This is an optimization exercise on Yosys and OpenROAD, whose aim is small area, a short achievable clock period and few clock cycles per item, not a production implementation.
In this exercise RTL edits were held to simulation tests only and were not proved equivalent to the original.

**design/flow/design.v**
```verilog
module color_converter_rgb (
    input  wire [6:0] c,
    output wire [7:0] byte_o
);
    wire [2:0] ge = (c >= 7'd90) ? 3'd5 : (c >= 7'd70) ? 3'd4 : (c >= 7'd50) ? 3'd3 :
                    (c >= 7'd30) ? 3'd2 : (c >= 7'd10) ? 3'd1 : 3'd0;
    wire [2:0] go = (c >= 7'd80) ? 3'd7 : (c >= 7'd60) ? 3'd6 : (c >= 7'd40) ? 3'd5 :
                    (c >= 7'd20) ? 3'd4 : 3'd3;
    wire [2:0] g  = c[0] ? go : ge;
    wire [7:0] a5;
    wire       co0, co1;
    radd #(8) u5 (.a({c[6:1], 2'b0}), .b({2'b0, c[6:1]}), .ci(1'b0), .s(a5), .co(co0));
    radd #(8) ug (.a(a5), .b({5'b0, g}), .ci(1'b0), .s(byte_o), .co(co1));
endmodule
module radd #(parameter W = 8) (
    input  wire [W-1:0] a,
    input  wire [W-1:0] b,
    input  wire         ci,
    output wire [W-1:0] s,
    output wire         co
);
    wire [W:0] c;
    assign c[0] = ci;
    genvar i;
    generate for (i = 0; i < W; i = i + 1) begin : g
        assign s[i]   = a[i] ^ b[i] ^ c[i];
        assign c[i+1] = (a[i] & b[i]) | (c[i] & (a[i] ^ b[i]));
    end endgenerate
    assign co = c[W];
endmodule
module csub #(parameter W = 8, parameter [W-1:0] K = 0) (
    input  wire [W-1:0] a,
    output wire [W-1:0] d,
    output wire         ge
);
    radd #(W) u (.a(a), .b(~K), .ci(1'b1), .s(d), .co(ge));
endmodule
module umul #(parameter WA = 8, parameter WB = 4) (
    input  wire [WA-1:0]    a,
    input  wire [WB-1:0]    b,
    output wire [WA+WB-1:0] p
);
    wire [WA:0] acc [0:WB-1];
    assign acc[0] = {1'b0, a & {WA{b[0]}}};
    assign p[0] = acc[0][0];
    genvar i;
    generate for (i = 1; i < WB; i = i + 1) begin : row
        wire [WA-1:0] s;
        wire          co;
        radd #(WA) u (.a(acc[i-1][WA:1]), .b(a & {WA{b[i]}}), .ci(1'b0), .s(s), .co(co));
        assign acc[i] = {co, s};
        assign p[i] = s[0];
    end endgenerate
    assign p[WA+WB-1:WB] = acc[WB-1][WA:1];
endmodule
module dstep #(parameter W = 8, parameter [W-1:0] D = 1) (
    input  wire [W-1:0] a,
    output wire         q,
    output wire [W-2:0] r
);
    wire [W:0] c;    
    assign c[0] = 1'b1;
    genvar i;
    generate for (i = 0; i < W; i = i + 1) begin : g
        if (D[i]) begin : one
            assign c[i+1] = a[i] & c[i];
            if (i < W-1) begin : rb
                assign r[i] = a[i] ^ (q & c[i]);
            end
        end else begin : zero
            assign c[i+1] = a[i] | c[i];
            if (i < W-1) begin : rb
                assign r[i] = a[i] ^ (q & ~c[i]);
            end
        end
    end endgenerate
    assign q = c[W];
endmodule
module dsteps #(parameter W = 8, parameter [W-1:0] D = 1, parameter N = 8) (
    input  wire [W-2:0] ri,
    input  wire [N-1:0] x,
    output wire [N-1:0] q,
    output wire [W-2:0] ro
);
    wire [W-2:0] rr [0:N];
    assign rr[N] = ri;
    genvar i;
    generate for (i = N-1; i >= 0; i = i - 1) begin : st
        dstep #(W, D) s (.a({rr[i+1], x[i]}), .q(q[i]), .r(rr[i]));
    end endgenerate
    assign ro = rr[0];
endmodule
module padd #(parameter W = 8) (
    input  wire [W-1:0] a,
    input  wire [W-1:0] b,
    input  wire         ci,
    output wire [W-1:0] s
);
    localparam L = (W <= 2) ? 1 : (W <= 4) ? 2 : (W <= 8) ? 3 : (W <= 16) ? 4 : (W <= 32) ? 5 : 6;
    wire [W-1:0] p = a ^ b;
    wire [W-1:0] g = a & b;
    wire [W-1:0] G [0:L];
    wire [W-1:0] P [0:L];
    assign G[0] = {g[W-1:1], g[0] | (p[0] & ci)};
    assign P[0] = p;
    genvar k, i;
    generate for (k = 0; k < L; k = k + 1) begin : lev
        for (i = 0; i < W; i = i + 1) begin : bit_
            if ((i >> k) & 1) begin : comb
                localparam integer J = ((i >> k) << k) - 1;
                assign G[k+1][i] = G[k][i] | (P[k][i] & G[k][J]);
                assign P[k+1][i] = P[k][i] & P[k][J];
            end else begin : pass
                assign G[k+1][i] = G[k][i];
                assign P[k+1][i] = P[k][i];
            end
        end
    end endgenerate
    assign s = p ^ {G[L][W-2:0], ci};
endmodule
module csa #(parameter W = 8) (
    input  wire [W-1:0] x,
    input  wire [W-1:0] y,
    input  wire [W-1:0] z,
    output wire [W-1:0] s,
    output wire [W-1:0] c
);
    assign s = x ^ y ^ z;
    assign c = {(x[W-2:0] & y[W-2:0]) | (z[W-2:0] & (x[W-2:0] ^ y[W-2:0])), 1'b0};
endmodule
module hls_a (
    input  wire        sp,
    input  wire [8:0]  h,
    input  wire [6:0]  l,
    input  wire [6:0]  s,
    output wire [12:0] C,
    output wire [2:0]  n,
    output wire [5:0]  kp
);
    wire [6:0] lm;  wire ge50;
    csub #(7, 7'd50) u50 (.a(l), .d(lm), .ge(ge50));
    wire [6:0] l100; wire co_a;
    radd #(7) u100 (.a(7'd100), .b(~l), .ci(1'b1), .s(l100), .co(co_a));
    wire [5:0] m = sp ? 6'd1 : ge50 ? l100[5:0] : l[5:0];
    wire [12:0] cp0 = {6'b0, s & {7{m[0]}}};
    wire [12:0] cp1 = {5'b0, s & {7{m[1]}}, 1'b0};
    wire [12:0] cp2 = {4'b0, s & {7{m[2]}}, 2'b0};
    wire [12:0] cp3 = {3'b0, s & {7{m[3]}}, 3'b0};
    wire [12:0] cp4 = {2'b0, s & {7{m[4]}}, 4'b0};
    wire [12:0] cp5 = {1'b0, s & {7{m[5]}}, 5'b0};
    wire [12:0] cs0, cc0, cs1, cc1, cs2, cc2, cs3, cc3;
    csa #(13) uc0 (.x(cp0), .y(cp1), .z(cp2), .s(cs0), .c(cc0));
    csa #(13) uc1 (.x(cp3), .y(cp4), .z(cp5), .s(cs1), .c(cc1));
    csa #(13) uc2 (.x(cs0), .y(cc0), .z(cs1), .s(cs2), .c(cc2));
    csa #(13) uc3 (.x(cs2), .y(cc2), .z(cc1), .s(cs3), .c(cc3));
    padd #(13) uc (.a(cs3), .b(cc3), .ci(1'b0), .s(C));
    wire [8:0] h1; wire b2;
    csub #(9, 9'd240) uh2 (.a(h), .d(h1), .ge(b2));
    wire [7:0] ha = b2 ? h1[7:0] : h[7:0];
    wire [7:0] h2; wire b1;
    csub #(8, 8'd120) uh1 (.a(ha), .d(h2), .ge(b1));
    wire [6:0] hb = b1 ? h2[6:0] : ha[6:0];
    wire [6:0] h3; wire b0;
    csub #(7, 7'd60) uh0 (.a(hb), .d(h3), .ge(b0));
    wire [5:0] u = b0 ? h3[5:0] : hb[5:0];
    assign n = {b2, b1, b0};
    wire [5:0] u60; wire co_h;
    radd #(6) uu60 (.a(6'd60), .b(~u), .ci(1'b1), .s(u60), .co(co_h));
    assign kp = b0 ? u : u60;
endmodule
module hls_b (
    input  wire [6:0]  l,
    input  wire [12:0] C,
    input  wire [5:0]  kp,
    output wire [18:0] N1,
    output wire [18:0] V
);
    wire [13:0] ts0, tc0, ts1, tc1, t1p;
    csa #(14) ut0 (.x({1'b0, C}), .y({5'b0, l, 2'b0}), .z({2'b0, l, 5'b0}), .s(ts0), .c(tc0));
    csa #(14) ut1 (.x(ts0), .y(tc0), .z({1'b0, l, 6'd19}), .s(ts1), .c(tc1));
    padd #(14) ut (.a(ts1), .b(tc1), .ci(1'b0), .s(t1p));
    wire [18:0] ns0, nc0, ns1, nc1;
    csa #(19) un0 (.x({t1p, 5'd31}), .y({1'b0, t1p, 4'd0}), .z({4'b0, t1p, 1'b0}), .s(ns0), .c(nc0));
    csa #(19) un1 (.x(ns0), .y(nc0), .z({5'b0, t1p}), .s(ns1), .c(nc1));
    padd #(19) un (.a(ns1), .b(nc1), .ci(1'b0), .s(N1));
    wire [18:0] pp0 = {6'b0, C & {13{kp[0]}}};
    wire [18:0] pp1 = {5'b0, C & {13{kp[1]}}, 1'b0};
    wire [18:0] pp2 = {4'b0, C & {13{kp[2]}}, 2'b0};
    wire [18:0] pp3 = {3'b0, C & {13{kp[3]}}, 3'b0};
    wire [18:0] pp4 = {2'b0, C & {13{kp[4]}}, 4'b0};
    wire [18:0] pp5 = {1'b0, C & {13{kp[5]}}, 5'b0};
    wire [18:0] ms0, mc0, ms1, mc1, ms2, mc2, ms3, mc3;
    csa #(19) um0 (.x(pp0), .y(pp1), .z(pp2), .s(ms0), .c(mc0));
    csa #(19) um1 (.x(pp3), .y(pp4), .z(pp5), .s(ms1), .c(mc1));
    csa #(19) um2 (.x(ms0), .y(mc0), .z(ms1), .s(ms2), .c(mc2));
    csa #(19) um3 (.x(ms2), .y(mc2), .z(mc1), .s(ms3), .c(mc3));
    wire [18:0] vs0, vc0, vs1, vc1;
    csa #(19) uv0 (.x(~ms3), .y(~mc3), .z({t1p, 5'd21}), .s(vs0), .c(vc0));
    csa #(19) uv1 (.x(vs0), .y(vc0), .z(~{4'b0, t1p, 1'b0}), .s(vs1), .c(vc1));
    padd #(19) uv (.a(vs1), .b(vc1), .ci(1'b0), .s(V));
endmodule
module hls_c (
    input  wire [6:0]  l,
    input  wire [18:0] N1,
    input  wire [18:0] V,
    output wire [5:0]  qxh,      
    output wire [6:0]  rxh,      
    output wire [1:0]  xxl,      
    output wire [6:0]  thr,      
    output wire [3:0]  qmh,      
    output wire [9:0]  rmh,      
    output wire [3:0]  xml,      
    output wire [7:0]  F         
);
    wire [22:0] Nm;
    padd #(23) uv17 (.a({4'b0, V}), .b({V, 4'd4}), .ci(1'b0), .s(Nm));
    dsteps #(11, 11'd625, 4) udm (.ri(Nm[22:13]), .x(Nm[12:9]), .q(qmh), .ro(rmh));
    assign xml = Nm[8:5];
    dsteps #(8, 8'd125, 6) udmax (.ri(N1[18:12]), .x(N1[11:6]), .q(qxh), .ro(rxh));
    assign xxl = N1[5:4];
    wire [6:0] la; wire d3;
    csub #(7, 7'd80) ud3 (.a(l), .d(la), .ge(d3));
    wire [6:0] lb0 = d3 ? la : l;
    wire [6:0] lb; wire d2;
    csub #(7, 7'd40) ud2 (.a(lb0), .d(lb), .ge(d2));
    wire [5:0] lc0 = d2 ? lb[5:0] : lb0[5:0];
    wire [5:0] lc; wire d1;
    csub #(6, 6'd20) ud1 (.a(lc0), .d(lc), .ge(d1));
    wire [4:0] ld0 = d1 ? lc[4:0] : lc0[4:0];
    wire [4:0] ld; wire dd0;
    csub #(5, 5'd10) ud0 (.a(ld0), .d(ld), .ge(dd0));
    wire [3:0] m10 = dd0 ? ld[3:0] : ld0[3:0];
    wire [3:0] d10 = {d3, d2, d1, dd0};
    wire [7:0] l5; wire co_m;
    radd #(8) ul5 (.a({l[5:0], 2'b0}), .b({1'b0, l}), .ci(1'b1), .s(l5), .co(co_m));
    wire co_n;
    radd #(8) uf (.a(l5), .b({4'b0, d10}), .ci(1'b0), .s(F), .co(co_n));
    reg  [10:0] g200;
    always @(*) begin
        case (m10)
            4'd0: g200 = 11'd16;    4'd1: g200 = 11'd216;   4'd2: g200 = 11'd416;
            4'd3: g200 = 11'd616;   4'd4: g200 = 11'd816;   4'd5: g200 = 11'd1016;
            4'd6: g200 = 11'd1216;  4'd7: g200 = 11'd1416;  4'd8: g200 = 11'd1616;
            default: g200 = 11'd1816;
        endcase
    end
    wire [10:0] thw; wire co_t;
    radd #(11) uthr (.a(g200), .b(~{7'b0, N1[3:0]}), .ci(1'b1), .s(thw), .co(co_t));
    assign thr = thw[10:4];
endmodule
module hls_d (
    input  wire [7:0]  F,
    input  wire [5:0]  qxh,
    input  wire [6:0]  rxh,
    input  wire [1:0]  xxl,
    input  wire [6:0]  thr,
    input  wire [3:0]  qmh,
    input  wire [9:0]  rmh,
    input  wire [3:0]  xml,
    output wire [7:0]  bmax,
    output wire [7:0]  bmid,
    output wire [7:0]  bmin
);
    wire [9:0] rml;
    dsteps #(11, 11'd625, 4) udm (.ri(rmh), .x(xml), .q(bmid[3:0]), .ro(rml));
    assign bmid[7:4] = qmh;
    wire [6:0] rm1;
    dsteps #(8, 8'd125, 2) udmax (.ri(rxh), .x(xxl), .q(bmax[1:0]), .ro(rm1));
    assign bmax[7:2] = qxh;
    wire gt = rm1 >= thr;
    wire co_o;
    radd #(8) umin (.a(F), .b(~bmax), .ci(~gt), .s(bmin), .co(co_o));
endmodule
module sixel_color_conv (
    input  wire        clk,
    input  wire        rst,
    input  wire        in_valid,
    output wire        in_ready,
    input  wire        in_space,
    input  wire [8:0]  in_p0,
    input  wire [6:0]  in_p1,
    input  wire [6:0]  in_p2,
    output reg         out_valid,
    input  wire        out_ready,
    output wire [31:0] out_color
);
    reg  v0, v1, v2, v3;
    reg  f0, f1, f2, f3;
    reg  skv;                
    reg  rdy;                
    assign in_ready = rdy;
    wire en_o = out_ready || !out_valid;
    wire en_3 = out_ready || !f3;
    wire en_2 = out_ready || !f2;
    wire en_1 = out_ready || !f1;
    wire en_0 = out_ready || !f0;
    wire in0  = skv || in_valid;                     
    wire a_o  = v3;
    wire a_3  = v2;
    wire a_2  = v1;
    wire a_1  = v0;
    wire a_0  = in0;
    wire b_o  = out_valid || v3;
    wire b_3  = f3 || v2;
    wire b_2  = f2 || v1;
    wire b_1  = f1 || v0;
    wire b_0  = f0 || in0;
    wire n_o  = out_ready ? a_o : b_o;
    wire n_3  = out_ready ? a_3 : b_3;
    wire n_2  = out_ready ? a_2 : b_2;
    wire n_1  = out_ready ? a_1 : b_1;
    wire n_0  = out_ready ? a_0 : b_0;
    wire nf3  = out_ready ? (a_o && a_3) : (b_o && b_3);
    wire nf2  = out_ready ? (a_o && a_3 && a_2) : (b_o && b_3 && b_2);
    wire nf1  = out_ready ? (a_o && a_3 && a_2 && a_1) : (b_o && b_3 && b_2 && b_1);
    wire nf0  = out_ready ? (a_o && a_3 && a_2 && a_1 && a_0)
                          : (b_o && b_3 && b_2 && b_1 && b_0);
    wire nskv = out_ready ? 1'b0 : (f0 && in0);
    always @(posedge clk) begin
        if (rst) begin
            out_valid <= 1'b0;
            v3 <= 1'b0; v2 <= 1'b0; v1 <= 1'b0; v0 <= 1'b0;
            f3 <= 1'b0; f2 <= 1'b0; f1 <= 1'b0; f0 <= 1'b0;
            skv <= 1'b0;
            rdy <= 1'b1;
        end else begin
            out_valid <= n_o;
            v3 <= n_3; v2 <= n_2; v1 <= n_1; v0 <= n_0;
            f3 <= nf3; f2 <= nf2; f1 <= nf1; f0 <= nf0;
            skv <= nskv;
            rdy <= !nskv;
        end
    end
    reg  [23:0] skid;
    reg  [23:0] s0;
    wire [23:0] in_ops = {in_space, in_p0, in_p1, in_p2};
    always @(posedge clk) begin
        if (!skv) skid <= in_ops;
        if (en_0) s0 <= skv ? skid : in_ops;
    end
    wire       s0_sp = s0[23];
    wire [8:0] s0_h  = s0[22:14];
    wire [6:0] s0_l  = s0[13:7];
    wire [6:0] s0_s  = s0[6:0];
    wire [12:0] a_C;
    wire [2:0]  a_n;
    wire [5:0]  a_kp;
    hls_a u_a (.sp(s0_sp), .h(s0_h), .l(s0_l), .s(s0_s), .C(a_C), .n(a_n), .kp(a_kp));
    reg        s1_sp;
    reg [6:0]  s1_l;
    reg [12:0] s1_C;
    reg [8:0]  s1_kn;
    always @(posedge clk) begin
        if (en_1) begin
            s1_sp <= s0_sp;
            s1_l  <= s0_l;
            s1_C  <= a_C;
            s1_kn <= s0_sp ? {2'b0, s0_h[6:0]} : {a_n, a_kp};
        end
    end
    wire [12:0] b_C = s1_sp ? 13'd0 : s1_C;
    wire [18:0] b_N1, b_V;
    hls_b u_b (.l(s1_l), .C(b_C), .kp(s1_kn[5:0]), .N1(b_N1), .V(b_V));
    reg        s2_sp;
    reg [6:0]  s2_l;
    reg [2:0]  s2_n;
    reg [18:0] s2_N1, s2_V;
    always @(posedge clk) begin
        if (en_2) begin
            s2_sp <= s1_sp;
            s2_l  <= s1_l;
            s2_n  <= s1_kn[8:6];
            s2_N1 <= b_N1;
            s2_V  <= s1_sp ? {5'b0, s1_kn[6:0], s1_C[6:0]} : b_V;
        end
    end
    wire [5:0] c_qxh;
    wire [6:0] c_rxh, c_thr;
    wire [1:0] c_xxl;
    wire [7:0] c_F;
    wire [3:0] c_qmh, c_xml;
    wire [9:0] c_rmh;
    hls_c u_c (.l(s2_l), .N1(s2_N1), .V(s2_V), .qxh(c_qxh), .rxh(c_rxh), .xxl(c_xxl),
               .thr(c_thr), .qmh(c_qmh), .rmh(c_rmh), .xml(c_xml), .F(c_F));
    wire [7:0] c_r, c_b;
    color_converter_rgb u_cr (.c(s2_V[13:7]), .byte_o(c_r));
    color_converter_rgb u_cb (.c(s2_V[6:0]),  .byte_o(c_b));
    reg        s3_sp;
    reg [2:0]  s3_n;
    reg [5:0]  s3_qxh;
    reg [6:0]  s3_rxh, s3_thr;
    reg [1:0]  s3_xxl;
    reg [7:0]  s3_F;
    reg [17:0] s3_m;
    always @(posedge clk) begin
        if (en_3) begin
            s3_sp  <= s2_sp;
            s3_n   <= s2_n;
            s3_qxh <= c_qxh;
            s3_rxh <= c_rxh;
            s3_xxl <= c_xxl;
            s3_thr <= c_thr;
            s3_F   <= c_F;
            s3_m   <= s2_sp ? {2'b0, c_b, c_r} : {c_qmh, c_rmh, c_xml};
        end
    end
    wire [7:0] bmax, bmid, bmin;
    hls_d u_d (.F(s3_F), .qxh(s3_qxh), .rxh(s3_rxh), .xxl(s3_xxl), .thr(s3_thr),
               .qmh(s3_m[17:14]), .rmh(s3_m[13:4]), .xml(s3_m[3:0]),
               .bmax(bmax), .bmid(bmid), .bmin(bmin));
    reg [7:0] R, G, B;
    always @(*) begin
        case (s3_n)
            3'd1:    begin R = bmax; G = bmin; B = bmid; end
            3'd2:    begin R = bmax; G = bmid; B = bmin; end
            3'd3:    begin R = bmid; G = bmax; B = bmin; end
            3'd4:    begin R = bmin; G = bmax; B = bmid; end
            3'd5:    begin R = bmin; G = bmid; B = bmax; end
            default: begin R = bmid; G = bmin; B = bmax; end
        endcase
        if (s3_sp) begin
            R = s3_m[7:0]; G = bmax; B = s3_m[15:8];
        end
    end
    reg [23:0] oc;
    assign out_color = {8'hFF, oc};
    always @(posedge clk) begin
        if (en_o) oc <= {B, G, R};
    end
endmodule
```
**design/flow/flow/run.sh**
```bash
#!/bin/bash
# The standard layout (the standard.sh, unchanged synthesis), with one
# change: the buffers ORFS puts on every input and output port are buf_2
# cells instead of the default pick. The make output goes to flow.log.
set -euo pipefail
bash standard.sh "BUFFER_PORTS_ARGS=-buffer_cell sky130_fd_sc_hd__buf_2" finish > flow.log 2>&1
```
**design/flow/standard.sh**
```bash
#!/bin/bash
# synth_recipe.tcl (not shown) runs the flow's synth.tcl, then flattens the netlist and writes it again
# the make line also repeats each setting of config.mk as NAME=value (left out here)
make -C /OpenROAD-flow-scripts/flow DESIGN_CONFIG=/design/flow/config.mk WORK_HOME=/design/flow/orfs CLKGATE_MAP_FILE= SYNTH_SCRIPT=/design/flow/synth_recipe.tcl "${@:-finish}"
```
**design/flow/config.mk**
```make
export PLATFORM = sky130hd
export DESIGN_NAME = sixel_color_conv
export DESIGN_NICKNAME = sixel_color_conv
export VERILOG_FILES = /design/flow/design.v
export SDC_FILE = /design/flow/constraint.sdc
export NUM_CORES = 4
export LEC_CHECK = 0
export ABC_AREA = 1
export CAP_MARGIN = 20
export CORE_MARGIN = 2
export CORE_UTILIZATION = 70
export SLEW_MARGIN = 20
```
**design/flow/constraint.sdc**
```tcl
create_clock -name core_clock -period 32.0 [get_ports {clk}]
set_input_delay 6.4000 -clock core_clock [delete_from_list [all_inputs] [get_ports {clk}]]
set_output_delay 6.4000 -clock core_clock [all_outputs]
set_load 0.01 [all_outputs]
```
==> impl_metrics.yaml, run 1 <==
run_status:
  outcome: "no timing/DRC/antenna violations"
place:
  dpl_cell_area_um2: 20100
  portBuffers: 53
  place_congestion: 0.918
  place_hpwl_mm: 31.7
global_route:
  globalRouteOverflowTotal: 0
  grt_util_met1_pct: 34.4
  busiest_layer: "met2"
  antenna_found_initial: 0
  grt_max_degree: 54
  use_met3_pct: 2.52
  grtUsageMet2_pct: 51.1
  grt_use_total_pct: 28.0
  grt_pass1_vias: 14008
  grt_pass1_wl_mm: 65.1
clocking:
  post_cts_buffers: 0
  cts_made_buffers: 25
  cts_root_buf: "clkbuf_16"
  clock_latency_ns: 0.53
  clkSinkCount: 214
  clockBufferDepth: 3
  cts_resized: 0
  path_clk_slew_ns: 0.06
  cts_tree: "built"
  h-tree-depth: 1
  cts.hold.buffers_added: 0
timing:
  slew_headroom_pct: 31.3
  setup_viol: 0
  finalClockSkew_ns: 0.00870
  period_minus_slack_ns: 8.38
  worst_pin_slew_ns: 1.03
  period_share_pct: 26.2
  fmax_mhz: 119
  slew_violations: 0
  tns_ns: 0
  rsz0062_at_grt: "false"
  hold_viol_final: 0
detailed_routing:
  viasPerCell: 5.35
  drt-total-wl_mm: 39.4
  num_vias: 14391
  ant_nets: 0
  firstDrtPassIters: 6
  drtIter0Drc: 735
  wl_per_cell_um: 14.7
  drc: 0
synth:
  netlist_top_cells_count: "481 x nand2_1, 439 x inv_1, 187 x ha_1"
  synthArstFlopShare_pct: 0
  seq_area_frac_synth_pct: 31.2
  synth-edff-count: 179
  netlist.area_leader.share_pct: 27.6
  synth.largest_area_cell: "edfxtp_1"
  synth-seq-cells: 214
  synth_cells: 2237
  yosysUniqueCellTypes: 64
  syn_avg_cell_area_um2: 8.71
  synth_flop_cell: "edfxtp_1"
  ys_warn_count: 9
  synth.most_common_cell: "nand2_1"
  syn_area_um2: 19500
  synth_area_leaders: "edfxtp_1 28%, fa_1 17%, ha_1 12%"
die:
  rows: 61
  start_util_pct: 70.7
  ios: 62
  die_area_um2: 29200
  die_height_um: 171
  core_area_um2: 27600
  die_width_um: 171
hold_path:
  min_path_cells: 0
  holdPathEnd: "s3_n[2]"
  hold_path.class: "flip-flop to flip-flop"
  hold_path_startpoint: "s2_n[2]"
setup_path:
  cp_num_buf_inv: 10
  worstReg2RegStart: "s1_sp"
  path_class: "flip-flop to flip-flop"
  slowest_delay_ns: 0.76
  slowest_stage: "clkinv_1"
  r2r_cells: 31
  end_kind: "flip-flop"
  crit_path_start_kind: "flip-flop"
  path_delay_family: "adder cells"
  worst_ep_required_time_ns: 32.40
  cp_common_cell: "inv_1"
  reg2reg_setup_slack_ns: 23.62
  crit_fanout: 26
  cp.arrival_ns: 8.78
  worstReg2RegEnd: "s2_N1[16]"
final_layout:
  finalInstanceArea_um2: 20900
  area_growth_pct: 7.30
  drive_above_1_share_pct: 7.88
  nNetsFinal: 2668
  diodes: 0
run:
  maxCapViolCount: 0
[stage by stage]
step                      hold WS (ns)  instances  utilization (%)  setup WS (ns)
after global placement           0.401       2642             72.8          23.81
after CTS                        0.428       2688             75.8          23.59
final                            0.425       2688             75.8          23.62
after global routing             0.439       2688             75.8          22.81
after floorplan                  0.400       2244                -          23.86
after detailed placement         0.412       2642             72.8          23.68
[metal layers]
layer	vias up	routed length, um
met4	0	1480
met5	-	0
met1	6720	16100
met2	367	20200
li1	7205	-
met3	99	1650
[state kept, by name (all words and copies together), names as in the netlist, 2 cells and up]
register / flops
oc: 24
s0: 24
skid: 24
s2_N1: 19
s2_V: 19
s3_m: 18
s1_C: 13
s1_kn: 9
s3_F: 8
s1_l: 7
s2_l: 7
s3_rxh: 7
s3_thr: 7
s3_qxh: 6
s2_n: 3
s3_n: 3
s3_xxl: 2
[placed cells by master, fill, tap and decap left out, drive strengths merged, types with 3 or more instances in the layout]
| cell | count |
|---|---|
| mux2i | 4 |
| xnor2 | 37 |
| o2111ai | 3 |
| nand2 | 521 |
| nand4 | 9 |
| fa | 162 |
| nor3 | 14 |
| dfxtp | 35 |
| clkbuf | 29 |
| a211oi | 5 |
| bufinv | 3 |
| nor2 | 192 |
| a21o | 4 |
| nand3 | 66 |
| edfxtp | 179 |
| conb | 8 |
| or2 | 11 |
| o22ai | 5 |
| o21a | 5 |
| ha | 187 |
| and2 | 6 |
| o21ai | 100 |
| o211ai | 3 |
| buf | 58 |
| a31oi | 9 |
| clkinv | 15 |
| inv | 448 |
| a21oi | 98 |
| nand3b | 5 |
| a221oi | 12 |
| xor2 | 53 |
| a22oi | 7 |
[how the worst max path moves through the flow]
stage | from | endpoint | slack, ns | cells past startpoint
after floorplan | out_ready | s3_F[0] | 23.86 | 2
after CTS | s1_sp | s2_N1[16] | 23.59 | 31
after global routing | s1_sp | s2_N1[16] | 22.81 | 31
final | s1_sp | s2_N1[16] | 23.62 | 31
after global placement | out_ready | rdy | 23.81 | 6
after detailed placement | s1_sp | s2_N1[16] | 23.68 | 31
[cell families after synthesis]
logic type | Yosys count | synth area share (%)
mux | 4 | 0.206
xor+xnor | 90 | 4.09
other cells | 1 | 0.0193
buf+inv | 488 | 9.78
flops | 214 | 31.2
simple gates | 826 | 18.0
fa+ha+maj | 349 | 28.7
compound gates | 265 | 8.04
[final cells by class]
cell class	instances	area [um^2]
Inverter	450	1690
Multi-Input combinational cell	1542	11500
Tap cell	378	473
Timing Repair Buffer	58	303
Clock buffer	29	641
Clock inverter	17	181
Sequential cell	214	6080
Fill cell	1996	6660
Testbench counts, summed over its fixed seeds: cycles 16,040, items 16,000.
==> run 2: changes to the inputs <==
--- a/design/flow/config.mk
+++ b/design/flow/config.mk
@@ -9,4 +9,5 @@
 export CAP_MARGIN = 20
 export CORE_MARGIN = 2
 export CORE_UTILIZATION = 70
+export CTS_BUF_LIST = sky130_fd_sc_hd__clkbuf_8
 export SLEW_MARGIN = 20
==> impl_metrics.yaml, run 2 <==
run_status:
  outcome: "no timing/DRC/antenna violations"
detailed_routing:
  ant_nets: 0
  wl_per_cell_um: 14.3
  drt-total-wl_mm: 38.8
  drtIter0Drc: 756
  viasPerCell: 5.34
  num_vias: 14450
  drc: 0
  firstDrtPassIters: 7
global_route:
  grt_max_degree: 54
  grt_pass1_vias: 13964
  busiest_layer: "met2"
  grt_use_total_pct: 27.8
  grt_pass1_wl_mm: 64.6
  globalRouteOverflowTotal: 0
  antenna_found_initial: 0
  grt_util_met1_pct: 34.2
  use_met3_pct: 3.52
  grtUsageMet2_pct: 49.9
die:
  ios: 62
  die_area_um2: 29200
  start_util_pct: 70.7
  core_area_um2: 27600
  die_width_um: 171
  die_height_um: 171
  rows: 61
setup_path:
  end_kind: "flip-flop"
  crit_fanout: 26
  worst_ep_required_time_ns: 32.39
  slowest_delay_ns: 0.76
  slowest_stage: "clkinv_1"
  path_class: "flip-flop to flip-flop"
  cp.arrival_ns: 8.70
  cp_common_cell: "inv_1"
  reg2reg_setup_slack_ns: 23.69
  crit_path_start_kind: "flip-flop"
final_layout:
  utilization_pct: 75.6
  diodes: 0
  multiInputGateArea_um2: 11500
  largestRegisters: "oc x24, s0 x24, skid x24"
  nNetsFinal: 2680
  nFillCells: 2032
  drive_above_1_share_pct: 8.29
  seq_area_um2: 6080
  final_common_cell: "nand2_1"
  final_cell_mix: "478 x nand2_1, 449 x inv_1, 187 x ha_1, 185 x nor2_1, 179 x edfxtp_1"
  area_growth_pct: 6.89
timing:
  hold_viol_final: 0
  rsz0062_at_grt: "false"
  setup_viol: 0
  finalClockSkew_ns: 0.0252
  period_share_pct: 26.0
  fmax_mhz: 120
  slew_violations: 0
  slew_headroom_pct: 29.5
  worst_pin_slew_ns: 1.05
  period_minus_slack_ns: 8.31
  tns_ns: 0
run:
  maxCapViolCount: 0
place:
  portBuffers: 53
  place_hpwl_mm: 31.7
  place_congestion: 0.918
synth:
  synthArstFlopShare_pct: 0
  syn_area_um2: 19500
  yosysUniqueCellTypes: 64
  synth_cells: 2237
  synth-seq-cells: 214
  synth-edff-count: 179
  synth.largest_area_cell: "edfxtp_1"
  ys_warn_count: 9
  syn_avg_cell_area_um2: 8.71
  netlist.area_leader.share_pct: 27.6
  synth.most_common_cell: "nand2_1"
  netlist_top_cells_count: "481 x nand2_1, 439 x inv_1, 187 x ha_1"
  seq_area_frac_synth_pct: 31.2
  synth_flop_cell: "edfxtp_1"
  synth_area_leaders: "edfxtp_1 28%, fa_1 17%, ha_1 12%"
hold_path:
  hold_path.class: "flip-flop to flip-flop"
clocking:
  clockBufferDepth: 3
  cts_made_buffers: 37
  cts.hold.buffers_added: 0
  post_cts_buffers: 0
  h-tree-depth: 2
  clkSinkCount: 214
  cts_resized: 0
  cts_root_buf: "clkbuf_8"
  clock_latency_ns: 0.53
  path_clk_slew_ns: 0.06
  cts_tree: "built"
## run 2: worst paths after layout
kind / startpoint / to / cells after the start
worst min register to register: s2_N1[5] / s3_xxl[1] / 0
worst max-delay path: s1_sp / s2_N1[16] / 31
worst min-delay path: s2_N1[5] / s3_xxl[1] / 0
worst max register to register: s1_sp / s2_N1[16] / 31
## run 2: metrics by stage
| stage | hold WS (ns) | setup WS, ns | instance area (um^2) | cells |
|---|---|---|---|---|
| floorplan | 0.400 | 23.86 | 19500 | 2244 |
| global placement | 0.401 | 23.81 | 20100 | 2642 |
| detailed placement | 0.412 | 23.68 | 20100 | 2642 |
| CTS | 0.425 | 23.66 | 20800 | 2707 |
| global route | 0.440 | 22.85 | 20800 | 2707 |
| finish | 0.426 | 23.69 | 20800 | 2707 |
## run 2: cell type report
| type | instances | area share, % |
|---|---|---|
| Clock buffer | 41 | 2.71 |
| Inverter | 450 | 8.11 |
| Clock inverter | 24 | 0.865 |
| Tap cell | 378 | 2.27 |
| Multi-Input combinational cell | 1542 | 55.4 |
| Timing Repair Buffer | 58 | 1.45 |
| Sequential cell | 214 | 29.2 |
## run 2: logic make-up (layout without fill, tap and decap cells)
group / after synthesis / count (layout) / share of synthesized area (%)
AND/OR/NAND/NOR: 826 / 826 / 18.0
buffers and inverters: 488 / 573 / 9.78
adder cells (fa/ha/maj): 349 / 349 / 28.7
AO/OA/AOI/OAI: 265 / 265 / 8.04
flip-flops: 214 / 214 / 31.2
XOR/XNOR: 90 / 90 / 4.09
multiplexers: 4 / 4 / 0.206
other: 1 / 8 / 0.0193
## run 2: metal layers
layer | wire length (um) | up-vias
met5 | 0 | -
met4 | 1450 | 0
met3 | 1510 | 102
met2 | 19700 | 340
met1 | 16100 | 6780
li1 | - | 7228
## run 2: critical path: cells and delay by family (launching register included)
kind	cells	cell delay (ns)
compound gates	12	2.20
fa+ha+maj	8	3.39
flops	1	0.74
buf+inv	10	1.40
simple gates	1	0.44
==> run 3: changes to the inputs <==
--- a/design/flow/design.v
+++ b/design/flow/design.v
@@ -141,7 +141,7 @@
     csub #(7, 7'd50) u50 (.a(l), .d(lm), .ge(ge50));
     wire [6:0] l100; wire co_a;
     radd #(7) u100 (.a(7'd100), .b(~l), .ci(1'b1), .s(l100), .co(co_a));
-    wire [5:0] m = sp ? 6'd1 : ge50 ? l100[5:0] : l[5:0];
+    wire [5:0] m = sp ? 6'd0 : ge50 ? l100[5:0] : l[5:0];
     wire [12:0] cp0 = {6'b0, s & {7{m[0]}}};
     wire [12:0] cp1 = {5'b0, s & {7{m[1]}}, 1'b0};
     wire [12:0] cp2 = {4'b0, s & {7{m[2]}}, 2'b0};
@@ -350,17 +350,18 @@
     reg [6:0]  s1_l;
     reg [12:0] s1_C;
     reg [8:0]  s1_kn;
+    reg [6:0]  s1_b;         
     always @(posedge clk) begin
         if (en_1) begin
             s1_sp <= s0_sp;
+            s1_b  <= s0_s;
             s1_l  <= s0_l;
             s1_C  <= a_C;
             s1_kn <= s0_sp ? {2'b0, s0_h[6:0]} : {a_n, a_kp};
         end
     end
-    wire [12:0] b_C = s1_sp ? 13'd0 : s1_C;
     wire [18:0] b_N1, b_V;
-    hls_b u_b (.l(s1_l), .C(b_C), .kp(s1_kn[5:0]), .N1(b_N1), .V(b_V));
+    hls_b u_b (.l(s1_l), .C(s1_C), .kp(s1_kn[5:0]), .N1(b_N1), .V(b_V));
     reg        s2_sp;
     reg [6:0]  s2_l;
     reg [2:0]  s2_n;
@@ -371,7 +372,7 @@
             s2_l  <= s1_l;
             s2_n  <= s1_kn[8:6];
             s2_N1 <= b_N1;
-            s2_V  <= s1_sp ? {5'b0, s1_kn[6:0], s1_C[6:0]} : b_V;
+            s2_V  <= s1_sp ? {5'b0, s1_kn[6:0], s1_b} : b_V;
         end
     end
     wire [5:0] c_qxh;
--- a/design/flow/config.mk
+++ b/design/flow/config.mk
@@ -9,5 +9,4 @@
 export CAP_MARGIN = 20
 export CORE_MARGIN = 2
 export CORE_UTILIZATION = 70
-export CTS_BUF_LIST = sky130_fd_sc_hd__clkbuf_8
 export SLEW_MARGIN = 20
==> impl_metrics.yaml, run 3 <==
run_status:
  outcome: "no timing/DRC/antenna violations"
detailed_routing:
  viasPerCell: 5.41
  drt-total-wl_mm: 39.7
  firstDrtPassIters: 6
  num_vias: 14563
  drc: 0
  wl_per_cell_um: 14.8
  ant_nets: 0
  drtIter0Drc: 995
final_layout:
  drive_above_1_share_pct: 7.13
  nNetsFinal: 2675
  diodes: 0
  final_common_cell: "nand2_1"
  largestRegisters: "oc x24, s0 x24, skid x24"
  area_growth_pct: 7.43
  final_cell_mix: "520 x nand2_1, 448 x inv_1, 187 x ha_1, 186 x edfxtp_1, 162 x fa_1"
hold_path:
  hold_path.class: "flip-flop to flip-flop"
  min_path_cells: 0
  holdPathEnd: "s3_xxl[0]"
  hold_path_startpoint: "s2_N1[4]"
setup_path:
  slowest_stage: "edfxtp_1"
  r2r_cells: 42
  slowest_delay_ns: 0.39
  crit_path_start_kind: "flip-flop"
  cp.arrival_ns: 1.06
  path_class: "flip-flop to output pin"
  crit_fanout: 1
  path_delay_family: "flip-flops"
  reg2reg_setup_slack_ns: 24.65
  cp_num_buf_inv: 1
  end_kind: "output pin"
  worstReg2RegEnd: "s3_m[5]"
  worstReg2RegStart: "s2_V[6]"
  worst_ep_required_time_ns: 25.60
  path_cells: "buf_2"
timing:
  period_share_pct: 23.3
  worst_pin_slew_ns: 0.951
  period_minus_slack_ns: 7.46
  setup_viol: 0
  hold_viol_final: 0
  tns_ns: 0
  slew_headroom_pct: 36.6
  finalClockSkew_ns: 0.00808
  rsz0062_at_grt: "false"
  fmax_mhz: 134
  slew_violations: 0
  holdWs_ns: 0.419
die:
  rows: 61
  die_height_um: 171
  die_width_um: 171
  core_area_um2: 27600
  start_util_pct: 70.7
  die_area_um2: 29300
  ios: 62
clocking:
  cts.hold.buffers_added: 0
  post_cts_buffers: 0
  cts_resized: 0
  clock_latency_ns: 0.52
  cts_tree: "built"
  path_clk_slew_ns: 0.06
  h-tree-depth: 1
  cts_made_buffers: 24
  clockBufferDepth: 3
  cts_root_buf: "clkbuf_16"
  clkSinkCount: 221
synth:
  synth.largest_area_cell: "edfxtp_1"
  syn_area_um2: 19500
  synth_area_leaders: "edfxtp_1 29%, fa_1 17%, ha_1 12%"
  synth-seq-cells: 221
  netlist.area_leader.share_pct: 28.6
  synth_cells: 2240
  synth.most_common_cell: "nand2_1"
  synthArstFlopShare_pct: 0
  seq_area_frac_synth_pct: 32.2
  netlist_top_cells_count: "523 x nand2_1, 448 x inv_1, 187 x ha_1"
  yosysUniqueCellTypes: 55
  synth-edff-count: 186
  ys_warn_count: 9
  synth_flop_cell: "edfxtp_1"
  syn_avg_cell_area_um2: 8.73
global_route:
  grt_use_total_pct: 28.3
  grt_pass1_vias: 14424
  grt_max_degree: 54
  grt_pass1_wl_mm: 66.3
  globalRouteOverflowTotal: 0
  antenna_found_initial: 0
place:
  place_hpwl_mm: 32.0
  portBuffers: 53
  place_congestion: 0.929
run:
  maxCapViolCount: 0
[run 3: cell types whose count changed in the layout (fill, tap and decap cells not counted), moves of 6 or more]
| cell | before | now |
|---|---|---|
| clkbuf_16 | 0 | 26 |
| nand2_1 | 478 | 520 |
| o21ai_0 | 89 | 82 |
| nor2_1 | 185 | 144 |
| edfxtp_1 | 179 | 186 |
| nand4_1 | 6 | 16 |
| clkinv_1 | 12 | 6 |
| a21oi_1 | 95 | 105 |
| nand2_2 | 39 | 27 |
| clkbuf_8 | 41 | 2 |
[run 3: routing by layer]
layer / part of all wire (%) / vias to the layer above / GRT usage [%]
met3: 4.8 / 92 / 2.82
met2: 52 / 405 / 51.9
met4: 2.9 / 0 / 8.99
met5: 0 / - / 0
met1: 41 / 6863 / 35.1
li1: - / 7203 / -
[run 3: area by class of cell]
class                           count  area, um^2
Clock buffer                       32         693
Clock inverter                     11        86.3
Fill cell                        2023        6630
Inverter                          459        1720
Multi-Input combinational cell   1531       11400
Sequential cell                   221        6290
Tap cell                          378         473
Timing Repair Buffer               61         333
[run 3: kinds of logic (layout without fill, tap and decap cells)]
logic type               after synthesis  count (layout)  share of synthesized area, %
AO/OA/AOI/OAI                        254             254                          7.39
buffers and inverters                495             563                          9.70
XOR/XNOR                              92              92                          4.24
AND/OR/NAND/NOR                      824             824                          17.7
other                                  1               8                        0.0192
multiplexers                           4               4                         0.205
flip-flops                           221             221                          32.2
adder cells (fa/ha/maj)              349             349                          28.6
[run 3: worst max path at each step]
stage	startpoint	endpoint	cells after the start
finish	oc[7]	out_color[7]	1
global route	s2_V[5]	s3_m[5]	42
CTS	out_ready	rdy	6
detailed placement	out_ready	rdy	6
global placement	out_ready	rdy	6
floorplan	out_ready	s3_F[0]	2
[run 3: per-stage QoR]
stage	cells	setup slack (ns)	util, %	instance area (um^2)
final	2693	24.54	76.0	21000
after global routing	2693	24.06	76.0	21000
after CTS	2692	24.31	75.9	21000
after detailed placement	2649	23.78	73.1	20200
after global placement	2649	23.81	73.1	20200
after floorplan	2247	23.86	-	19600
Testbench counts of run 3, summed over its fixed seeds: cycles 16,040, items 16,000.
==> run 4: changes to the inputs <==
--- a/design/flow/design.v
+++ b/design/flow/design.v
@@ -183,19 +183,19 @@
     csa #(19) un0 (.x({t1p, 5'd31}), .y({1'b0, t1p, 4'd0}), .z({4'b0, t1p, 1'b0}), .s(ns0), .c(nc0));
     csa #(19) un1 (.x(ns0), .y(nc0), .z({5'b0, t1p}), .s(ns1), .c(nc1));
     padd #(19) un (.a(ns1), .b(nc1), .ci(1'b0), .s(N1));
-    wire [18:0] pp0 = {6'b0, C & {13{kp[0]}}};
-    wire [18:0] pp1 = {5'b0, C & {13{kp[1]}}, 1'b0};
-    wire [18:0] pp2 = {4'b0, C & {13{kp[2]}}, 2'b0};
-    wire [18:0] pp3 = {3'b0, C & {13{kp[3]}}, 3'b0};
-    wire [18:0] pp4 = {2'b0, C & {13{kp[4]}}, 4'b0};
-    wire [18:0] pp5 = {1'b0, C & {13{kp[5]}}, 5'b0};
+    wire [18:0] np0 = ~{6'b0, C & {13{kp[0]}}};
+    wire [18:0] np1 = ~{5'b0, C & {13{kp[1]}}, 1'b0};
+    wire [18:0] np2 = ~{4'b0, C & {13{kp[2]}}, 2'b0};
+    wire [18:0] np3 = ~{3'b0, C & {13{kp[3]}}, 3'b0};
+    wire [18:0] np4 = ~{2'b0, C & {13{kp[4]}}, 4'b0};
+    wire [18:0] np5 = ~{1'b0, C & {13{kp[5]}}, 5'b0};
     wire [18:0] ms0, mc0, ms1, mc1, ms2, mc2, ms3, mc3;
-    csa #(19) um0 (.x(pp0), .y(pp1), .z(pp2), .s(ms0), .c(mc0));
-    csa #(19) um1 (.x(pp3), .y(pp4), .z(pp5), .s(ms1), .c(mc1));
+    csa #(19) um0 (.x(np0), .y(np1), .z(np2), .s(ms0), .c(mc0));
+    csa #(19) um1 (.x(np3), .y(np4), .z(np5), .s(ms1), .c(mc1));
     csa #(19) um2 (.x(ms0), .y(mc0), .z(ms1), .s(ms2), .c(mc2));
     csa #(19) um3 (.x(ms2), .y(mc2), .z(mc1), .s(ms3), .c(mc3));
     wire [18:0] vs0, vc0, vs1, vc1;
-    csa #(19) uv0 (.x(~ms3), .y(~mc3), .z({t1p, 5'd21}), .s(vs0), .c(vc0));
+    csa #(19) uv0 (.x(ms3), .y(mc3), .z({t1p, 5'd25}), .s(vs0), .c(vc0));
     csa #(19) uv1 (.x(vs0), .y(vc0), .z(~{4'b0, t1p, 1'b0}), .s(vs1), .c(vc1));
     padd #(19) uv (.a(vs1), .b(vc1), .ci(1'b0), .s(V));
 endmodule
--- a/design/flow/config.mk
+++ b/design/flow/config.mk
@@ -9,4 +9,5 @@
 export CAP_MARGIN = 20
 export CORE_MARGIN = 2
 export CORE_UTILIZATION = 70
+export CTS_BUF_LIST = sky130_fd_sc_hd__clkbuf_8
 export SLEW_MARGIN = 20
==> impl_metrics.yaml, run 4 <==
run_status:
  outcome: "no timing/DRC/antenna violations"
global_route:
  antenna_found_initial: 0
  grt_max_degree: 54
  globalRouteOverflowTotal: 0
  grt_pass1_vias: 14536
  grt_use_total_pct: 28.5
  grt_pass1_wl_mm: 66.2
clocking:
  clkSinkCount: 221
  clock_latency_ns: 0.53
  post_cts_buffers: 0
  path_clk_slew_ns: 0.06
  h-tree-depth: 2
  cts.hold.buffers_added: 0
  cts_resized: 0
  cts_made_buffers: 38
  cts_root_buf: "clkbuf_8"
  clockBufferDepth: 3
  cts_tree: "built"
synth:
  syn_avg_cell_area_um2: 8.91
  synth-seq-cells: 221
  syn_area_um2: 19400
  yosysUniqueCellTypes: 61
  synth.most_common_cell: "nand2_1"
  yosys.area_share.adder_pct: 28.7
  synth-edff-count: 186
  netlist_top_cells_count: "507 x nand2_1, 407 x inv_1, 188 x ha_1"
  synth_top_family_by_area: "adder cells"
  synth_xor_area_share_pct: 4.81
  synth_area_leaders: "edfxtp_1 29%, fa_1 17%, ha_1 12%"
  synthMuxAreaShare_pct: 0.206
  synth_flop_cell: "edfxtp_1"
  seq_area_frac_synth_pct: 32.3
  synth_compound_area_share_pct: 7.95
  synthArstFlopShare_pct: 0
  synth.largest_area_cell: "edfxtp_1"
  synth-simple-area-share_pct: 17.1
  synth_cells: 2181
  ys_warn_count: 9
  netlist.area_leader.share_pct: 28.7
setup_path:
  crit_fanout: 1
  path_class: "flip-flop to output pin"
  worst_ep_required_time_ns: 25.60
  reg2reg_setup_slack_ns: 24.57
  worstReg2RegStart: "s2_N1[12]"
  cp_num_buf_inv: 1
  path_delay_family: "flip-flops"
  path_cells: "buf_2"
  end_kind: "output pin"
  slowest_delay_ns: 0.39
  r2r_cells: 37
  worstReg2RegEnd: "s3_rxh[1]"
  slowest_stage: "edfxtp_1"
  crit_path_start_kind: "flip-flop"
  cp.arrival_ns: 1.08
timing:
  period_share_pct: 23.4
  hold_viol_final: 0
  slew_headroom_pct: 32.1
  finalClockSkew_ns: 0.0112
  slew_violations: 0
  worst_pin_slew_ns: 1.02
  fmax_mhz: 134
  tns_ns: 0
  layout_setup_ws_ns: 24.52
  rsz0062_at_grt: "false"
  period_minus_slack_ns: 7.48
  setup_viol: 0
die:
  ios: 62
  core_area_um2: 27600
  die_width_um: 171
  rows: 61
  die_height_um: 171
  die_area_um2: 29100
  start_util_pct: 70.6
hold_path:
  hold_path_startpoint: "s2_N1[4]"
  hold_path.class: "flip-flop to flip-flop"
  min_path_cells: 0
  holdPathEnd: "s3_xxl[0]"
final_layout:
  multiInputGateArea_um2: 11500
  utilization_pct: 75.5
  largestRegisters: "oc x24, s0 x24, skid x24"
  diodes: 0
  drive_above_1_share_pct: 7.68
  area_growth_pct: 6.98
  final_cell_mix: "503 x nand2_1, 423 x inv_1, 188 x ha_1, 186 x edfxtp_1, 161 x fa_1"
  nNetsFinal: 2627
  seq_area_um2: 6290
  nFillCells: 2013
  final_common_cell: "nand2_1"
detailed_routing:
  drc: 0
  firstDrtPassIters: 5
  drtIter0Drc: 689
  ant_nets: 0
  wl_per_cell_um: 14.9
  drt-total-wl_mm: 39.5
  num_vias: 14347
  viasPerCell: 5.40
run:
  maxCapViolCount: 0
place:
  portBuffers: 53
  place_ws_ns: 23.78
  place_congestion: 0.932
  place_hpwl_mm: 31.7
run 4: cell type report:
cell class	instances	area share, %
Multi-Input combinational cell	1519	55.1
Sequential cell	221	30.2
Inverter	412	7.44
Clock buffer	43	2.85
Tap cell	378	2.27
Timing Repair Buffer	58	1.46
Clock inverter	25	0.626
run 4: worst max-delay path by stage:
| stage | startpoint | endpoint | slack (ns) | depth (start not counted) |
|---|---|---|---|---|
| after global routing | s2_N1[12] | s3_rxh[1] | 23.78 | 37 |
| after global placement | out_ready | rdy | 23.79 | 6 |
| final | oc[7] | out_color[7] | 24.52 | 1 |
| after floorplan | out_ready | s3_F[0] | 23.86 | 2 |
| after detailed placement | out_ready | rdy | 23.78 | 6 |
| after CTS | out_ready | rdy | 24.35 | 6 |
run 4: worst reg2reg max path: cells and delay by family (launching register included):
kind	cells	cell delay, ns
buffers and inverters	1	0.10
adder cells (fa/ha/maj)	6	1.73
AO/OA/AOI/OAI	7	1.75
flip-flops	1	0.42
AND/OR/NAND/NOR	22	3.11
XOR/XNOR	1	0.06
run 4: per-layer routing:
layer	wire [um]	share of wire (%)	vias to the layer above	track usage (%)
met5	0	0	-	0
met4	1350	3.4	0	11.6
met3	1680	4.3	101	3.79
met2	20200	51	349	52.1
li1	-	-	7130	-
met1	16300	41	6767	34.0
run 4: metrics by stage:
step / hold slack [ns] / area [um^2] / cells
3_5_place_dp: 0.405 / 20100 / 2588
4_1_cts: 0.416 / 20800 / 2656
5_1_grt: 0.434 / 20800 / 2656
2_1_floorplan: 0.400 / 19500 / 2188
6_report: 0.418 / 20800 / 2656
3_3_place_gp: 0.403 / 20100 / 2588
run 4: logic make-up after synthesis:
logic type | Yosys count
simple gates | 785
mux | 4
fa+ha+maj | 349
xor+xnor | 106
buf+inv | 448
flops | 221
compound gates | 267
other cells | 1
Testbench counts of run 4, summed over its fixed seeds: cycles 16,040, items 16,000.
==> run 5: changes to the inputs <==
--- a/design/flow/config.mk
+++ b/design/flow/config.mk
@@ -9,5 +9,6 @@
 export CAP_MARGIN = 20
 export CORE_MARGIN = 2
 export CORE_UTILIZATION = 70
-export CTS_BUF_LIST = sky130_fd_sc_hd__clkbuf_8
+export CTS_CLUSTER_DIAMETER = 150
+export CTS_CLUSTER_SIZE = 30
 export SLEW_MARGIN = 20
==> impl_metrics.yaml, run 5 <==
setup_path:
  crit_fanout: 10
  path_class: "flip-flop to flip-flop"
  cp_common_cell: "ha_1"
  slowest_delay_ns: 0.44
  setup.worst_path.start: "s2_N1[12]"
  end_kind: "flip-flop"
  worstReg2RegEnd: "s3_rxh[1]"
  r2r_cells: 37
  worstReg2RegStart: "s2_N1[12]"
  worst_ep_required_time_ns: 32.25
  crit_path_start_kind: "flip-flop"
  cp.arrival_ns: 7.71
  slowest_stage: "edfxtp_1"
  reg2reg_setup_slack_ns: 24.54
final_layout:
  multiInputGateArea_um2: 11500
  nNetsFinal: 2600
  finalNonFillerCells: 2605
  nFillCells: 2070
  finalInstanceArea_um2: 20400
  seq_area_um2: 6290
  final_cell_mix: "503 x nand2_1, 407 x inv_1, 188 x ha_1, 186 x edfxtp_1, 161 x fa_1"
  area_growth_pct: 4.88
  largestRegisters: "oc x24, s0 x24, skid x24"
  diodes: 0
  drive_above_1_share_pct: 6.24
  utilization_pct: 74.0
  final_common_cell: "nand2_1"
place:
  portBuffers: 53
  place_hpwl_mm: 31.7
  place_congestion: 0.932
  dpl_cell_area_um2: 20100
  placed_cells: 2588
  place_ws_ns: 23.78
detailed_routing:
  wl_per_cell_um: 14.9
  drc: 0
  viasPerCell: 5.43
  wl_met3_mm: 1.42
  met1_length_mm: 16.3
  ant_nets: 0
  firstDrtPassIters: 5
  wl_met2_mm: 20.1
  drtIter0Drc: 733
  num_vias: 14154
  drt-total-wl_mm: 38.9
  top_layer_used: "met4"
clocking:
  clkSinkCount: 221
  clock_latency_ns: 0.49
  cts_root_buf: "clkbuf_16"
  h-tree-depth: 1
  cts.hold.buffers_added: 0
  path_clk_slew_ns: 0.11
  clockBufferDepth: 3
  cts_resized: 0
  post_cts_buffers: 0
  cts_made_buffers: 11
  cts_tree: "built"
timing:
  slew_headroom_pct: 32.4
  hold_viol_final: 0
  fmax_mhz: 134
  holdWs_ns: 0.431
  slew_violations: 0
  tns_ns: 0
  period_minus_slack_ns: 7.46
  finalClockSkew_ns: 0.0185
  period_share_pct: 23.3
  rsz0062_at_grt: "false"
  layout_setup_ws_ns: 24.54
  setup_viol: 0
  worst_pin_slew_ns: 1.01
global_route:
  grt_use_total_pct: 28.0
  globalRouteOverflowTotal: 0
  antenna_found_initial: 0
  grt_pass1_vias: 14171
  grt_max_degree: 54
  grt_pass1_wl_mm: 65.3
die:
  start_util_pct: 70.6
  die_width_um: 171
  core_area_um2: 27600
  die_area_um2: 29100
  ios: 62
  die_height_um: 171
  rows: 61
synth:
  synth.most_common_cell: "nand2_1"
  seq_area_frac_synth_pct: 32.3
  synthArstFlopShare_pct: 0
  syn_area_um2: 19400
  synth_area_leaders: "edfxtp_1 29%, fa_1 17%, ha_1 12%"
  netlist_top_cells_count: "507 x nand2_1, 407 x inv_1, 188 x ha_1"
  ys_warn_count: 9
  netlist.area_leader.share_pct: 28.7
  yosysUniqueCellTypes: 61
  synth_cells: 2181
  synth-edff-count: 186
  synth_flop_cell: "edfxtp_1"
  synth.largest_area_cell: "edfxtp_1"
  syn_avg_cell_area_um2: 8.91
  synth-seq-cells: 221
hold_path:
  holdPathEnd: "s3_xxl[0]"
  hold_path_startpoint: "s2_N1[4]"
  hold_path.class: "flip-flop to flip-flop"
  min_path_cells: 0
run:
  maxCapViolCount: 0
run_status:
  outcome: "no timing/DRC/antenna violations"
run 5: cell counts after synthesis:
No cell type changed its count.
run 5: worst max path at each step:
| stage | endpoint | slack [ns] | cells after the start |
|---|---|---|---|
| floorplan | s3_F[0] | 23.86 | 2 |
| global placement | rdy | 23.79 | 6 |
| detailed placement | rdy | 23.78 | 6 |
| CTS | rdy | 24.29 | 6 |
| global route | s3_rxh[1] | 23.77 | 37 |
| finish | s3_rxh[1] | 24.54 | 37 |
run 5: area by class of cell:
| class | instances | area share, % |
|---|---|---|
| Tap cell | 378 | 2.32 |
| Timing Repair Buffer | 58 | 1.48 |
| Inverter | 412 | 7.58 |
| Multi-Input combinational cell | 1519 | 56.2 |
| Clock buffer | 16 | 1.44 |
| Sequential cell | 221 | 30.8 |
| Clock inverter | 1 | 0.0982 |
run 5: critical path, delay by kind of cell (launching register included):
kind                     cells  cell delay [ns]
AND/OR/NAND/NOR             22             3.11
AO/OA/AOI/OAI                7             1.75
adder cells (fa/ha/maj)      6             1.73
flip-flops                   1             0.44
buffers and inverters        1             0.10
XOR/XNOR                     1             0.06
run 5: cells by family (layout without fill, tap and decap cells):
kind of cell | count (synthesis) | in the layout | share of synthesized area [%]
AND/OR/NAND/NOR | 785 | 785 | 17.1
other | 1 | 8 | 0.0193
buffers and inverters | 448 | 487 | 8.89
XOR/XNOR | 106 | 106 | 4.81
AO/OA/AOI/OAI | 267 | 267 | 7.95
flip-flops | 221 | 221 | 32.3
adder cells (fa/ha/maj) | 349 | 349 | 28.7
multiplexers | 4 | 4 | 0.206
run 5: per-layer routing:
metal / GRT usage [%] / up-vias
met1: 34.4 / 6702
li1: - / 7062
met3: 2.17 / 77
met2: 52.1 / 313
met4: 9.29 / 0
met5: 0 / -
==> run 6: changes to the inputs <==
--- a/design/flow/config.mk
+++ b/design/flow/config.mk
@@ -9,6 +9,6 @@
 export CAP_MARGIN = 20
 export CORE_MARGIN = 2
 export CORE_UTILIZATION = 70
-export CTS_CLUSTER_DIAMETER = 150
-export CTS_CLUSTER_SIZE = 30
+export CTS_CLUSTER_DIAMETER = 100
+export CTS_CLUSTER_SIZE = 22
 export SLEW_MARGIN = 20
==> impl_metrics.yaml, run 6 <==
run_status:
  outcome: "no timing/DRC/antenna violations"
final_layout:
  finalNonFillerCells: 2612
  diodes: 0
  final_common_cell: "nand2_1"
  final_cell_mix: "503 x nand2_1, 407 x inv_1, 188 x ha_1, 186 x edfxtp_1, 161 x fa_1"
  nNetsFinal: 2603
  drive_above_1_share_pct: 6.49
  nFillCells: 2052
  seq_area_um2: 6290
  largestRegisters: "oc x24, s0 x24, skid x24"
  multiInputGateArea_um2: 11500
  area_growth_pct: 5.45
clocking:
  h-tree-depth: 1
  clock_latency_ns: 0.50
  cts_root_buf: "clkbuf_16"
  clkSinkCount: 221
  path_clk_slew_ns: 0.09
  cts.hold.buffers_added: 0
  cts_made_buffers: 14
  post_cts_buffers: 0
  cts_tree: "built"
  clockBufferDepth: 3
  cts_resized: 0
die:
  die_height_um: 171
  rows: 61
  ios: 62
  die_area_um2: 29100
  start_util_pct: 70.6
  die_width_um: 171
  core_area_um2: 27600
setup_path:
  worstReg2RegStart: "s2_N1[12]"
  r2r_cells: 37
  crit_path_start_kind: "flip-flop"
  crit_fanout: 10
  path_class: "flip-flop to flip-flop"
  cp_common_cell: "ha_1"
  cp.arrival_ns: 7.69
  slowest_delay_ns: 0.42
  worst_ep_required_time_ns: 32.24
  end_kind: "flip-flop"
  slowest_stage: "edfxtp_1"
  worstReg2RegEnd: "s3_rxh[1]"
  reg2reg_setup_slack_ns: 24.55
timing:
  period_share_pct: 23.3
  holdWs_ns: 0.424
  slew_violations: 0
  layout_setup_ws_ns: 24.55
  finalClockSkew_ns: 0.0222
  hold_viol_final: 0
  worst_pin_slew_ns: 0.988
  fmax_mhz: 134
  period_minus_slack_ns: 7.45
  slew_headroom_pct: 33.9
  tns_ns: 0
  setup_viol: 0
  rsz0062_at_grt: "false"
place:
  portBuffers: 53
  place_hpwl_mm: 31.7
  place_congestion: 0.932
  place_ws_ns: 23.78
  placed_cells: 2588
synth:
  synth.largest_area_cell: "edfxtp_1"
  syn_area_um2: 19400
  synth_cells: 2181
  synth-seq-cells: 221
  netlist.area_leader.share_pct: 28.7
  synth_flop_cell: "edfxtp_1"
  synth.most_common_cell: "nand2_1"
  synth_area_leaders: "edfxtp_1 29%, fa_1 17%, ha_1 12%"
  yosysUniqueCellTypes: 61
  seq_area_frac_synth_pct: 32.3
  ys_warn_count: 9
  synthArstFlopShare_pct: 0
  netlist_top_cells_count: "507 x nand2_1, 407 x inv_1, 188 x ha_1"
  synth-edff-count: 186
  syn_avg_cell_area_um2: 8.91
detailed_routing:
  viasPerCell: 5.43
  firstDrtPassIters: 5
  num_vias: 14179
  drt-total-wl_mm: 39.2
  drtIter0Drc: 720
  drc: 0
  ant_nets: 0
  wl_per_cell_um: 15.0
run:
  maxCapViolCount: 0
global_route:
  grt_max_degree: 54
  grt_pass1_vias: 14253
  globalRouteOverflowTotal: 0
  grt_use_total_pct: 28.1
  antenna_found_initial: 0
  grt_pass1_wl_mm: 65.7
hold_path:
  min_path_cells: 0
  hold_path_startpoint: "s2_N1[4]"
  hold_path.class: "flip-flop to flip-flop"
  holdPathEnd: "s3_xxl[0]"
## run 6: cell counts after synthesis
No cell type changed its count.
## run 6: worst max-delay path, delay by kind of cell (launching register included)
family	cells	cell delay, ns
xor+xnor	1	0.06
simple gates	22	3.11
compound gates	7	1.77
flops	1	0.42
buf+inv	1	0.10
fa+ha+maj	6	1.74
## run 6: cell families (layout without fill, tap and decap cells)
kind of cell               Yosys count  in the layout  share of synthesized area, %
AOI/OAI and AO/OA                  267            267                          7.95
xor gates and xnor gates           106            106                          4.81
adders and majority gates          349            349                          28.7
buffers and inverters              448            494                          8.89
DFF                                221            221                          32.3
muxes                                4              4                         0.206
other                                1              8                        0.0193
and+or+nand+nor                    785            785                          17.1
## run 6: worst max-delay path by stage
stage	start	endpoint	slack, ns	depth (start not counted)
after floorplan	out_ready	s3_F[0]	23.86	2
after global placement	out_ready	rdy	23.79	6
after detailed placement	out_ready	rdy	23.78	6
after CTS	out_ready	rdy	24.31	6
after global routing	s2_N1[12]	s3_rxh[1]	23.74	37
final	s2_N1[12]	s3_rxh[1]	24.55	37
## run 6: final cells by class
type / count / share of cell area (%)
Clock buffer: 21 / 1.94
Clock inverter: 3 / 0.128
Inverter: 412 / 7.54
Multi-Input combinational cell: 1519 / 55.9
Sequential cell: 221 / 30.7
Tap cell: 378 / 2.31
Timing Repair Buffer: 58 / 1.48
## run 6: per-stage QoR
| step | area, um^2 | util [%] |
|---|---|---|
| global placement | 20100 | 72.8 |
| global route | 20500 | 74.4 |
| finish | 20500 | 74.4 |
| detailed placement | 20100 | 72.8 |
| floorplan | 19500 | - |
| CTS | 20500 | 74.4 |
## run 6: per-layer routing
layer  GRT usage [%]  vias to the layer above  part of all wire (%)
met4            9.29                        0                   3.0
li1                -                     7067                     -
met3            2.78                       83                   4.0
met1            34.0                     6711                    41
met2            52.6                      318                    52
met5               0                        -                     0

what the ideal ports hide:
The results above use ideal ports. As a check the final layouts listed here were re-extracted and re-timed, cells and wires unchanged. Step 1: set_driving_cell puts a clkbuf_16 on clk and a buf_2 on each other input, an assumption about the parent block. Step 2, shift: input delay + t, output delay - t, t = (earliest + latest rising clock arrival at the registers) / 2. This alone moves slack from input paths to output paths. Slacks: ideal ports / drivers / drivers and shift; pairs: ideal ports / drivers.
run	t, ns	setup WS [ns]	worst register clock-pin slew, ns
run 1	0.575	23.623 / 23.623 / 23.623	0.06 / 0.06
run 2	0.559	23.685 / 23.685 / 23.685	0.06 / 0.06
run 3	0.568	24.537 / 24.483 / 24.079	0.06 / 0.06
run 4	0.576	24.523 / 24.474 / 24.059	0.06 / 0.06
run 5	0.531	24.541 / 24.510 / 24.089	0.12 / 0.12
run 6	0.540	24.553 / 24.498 / 24.089	0.09 / 0.09
After both steps setup and hold are still met in every run listed.
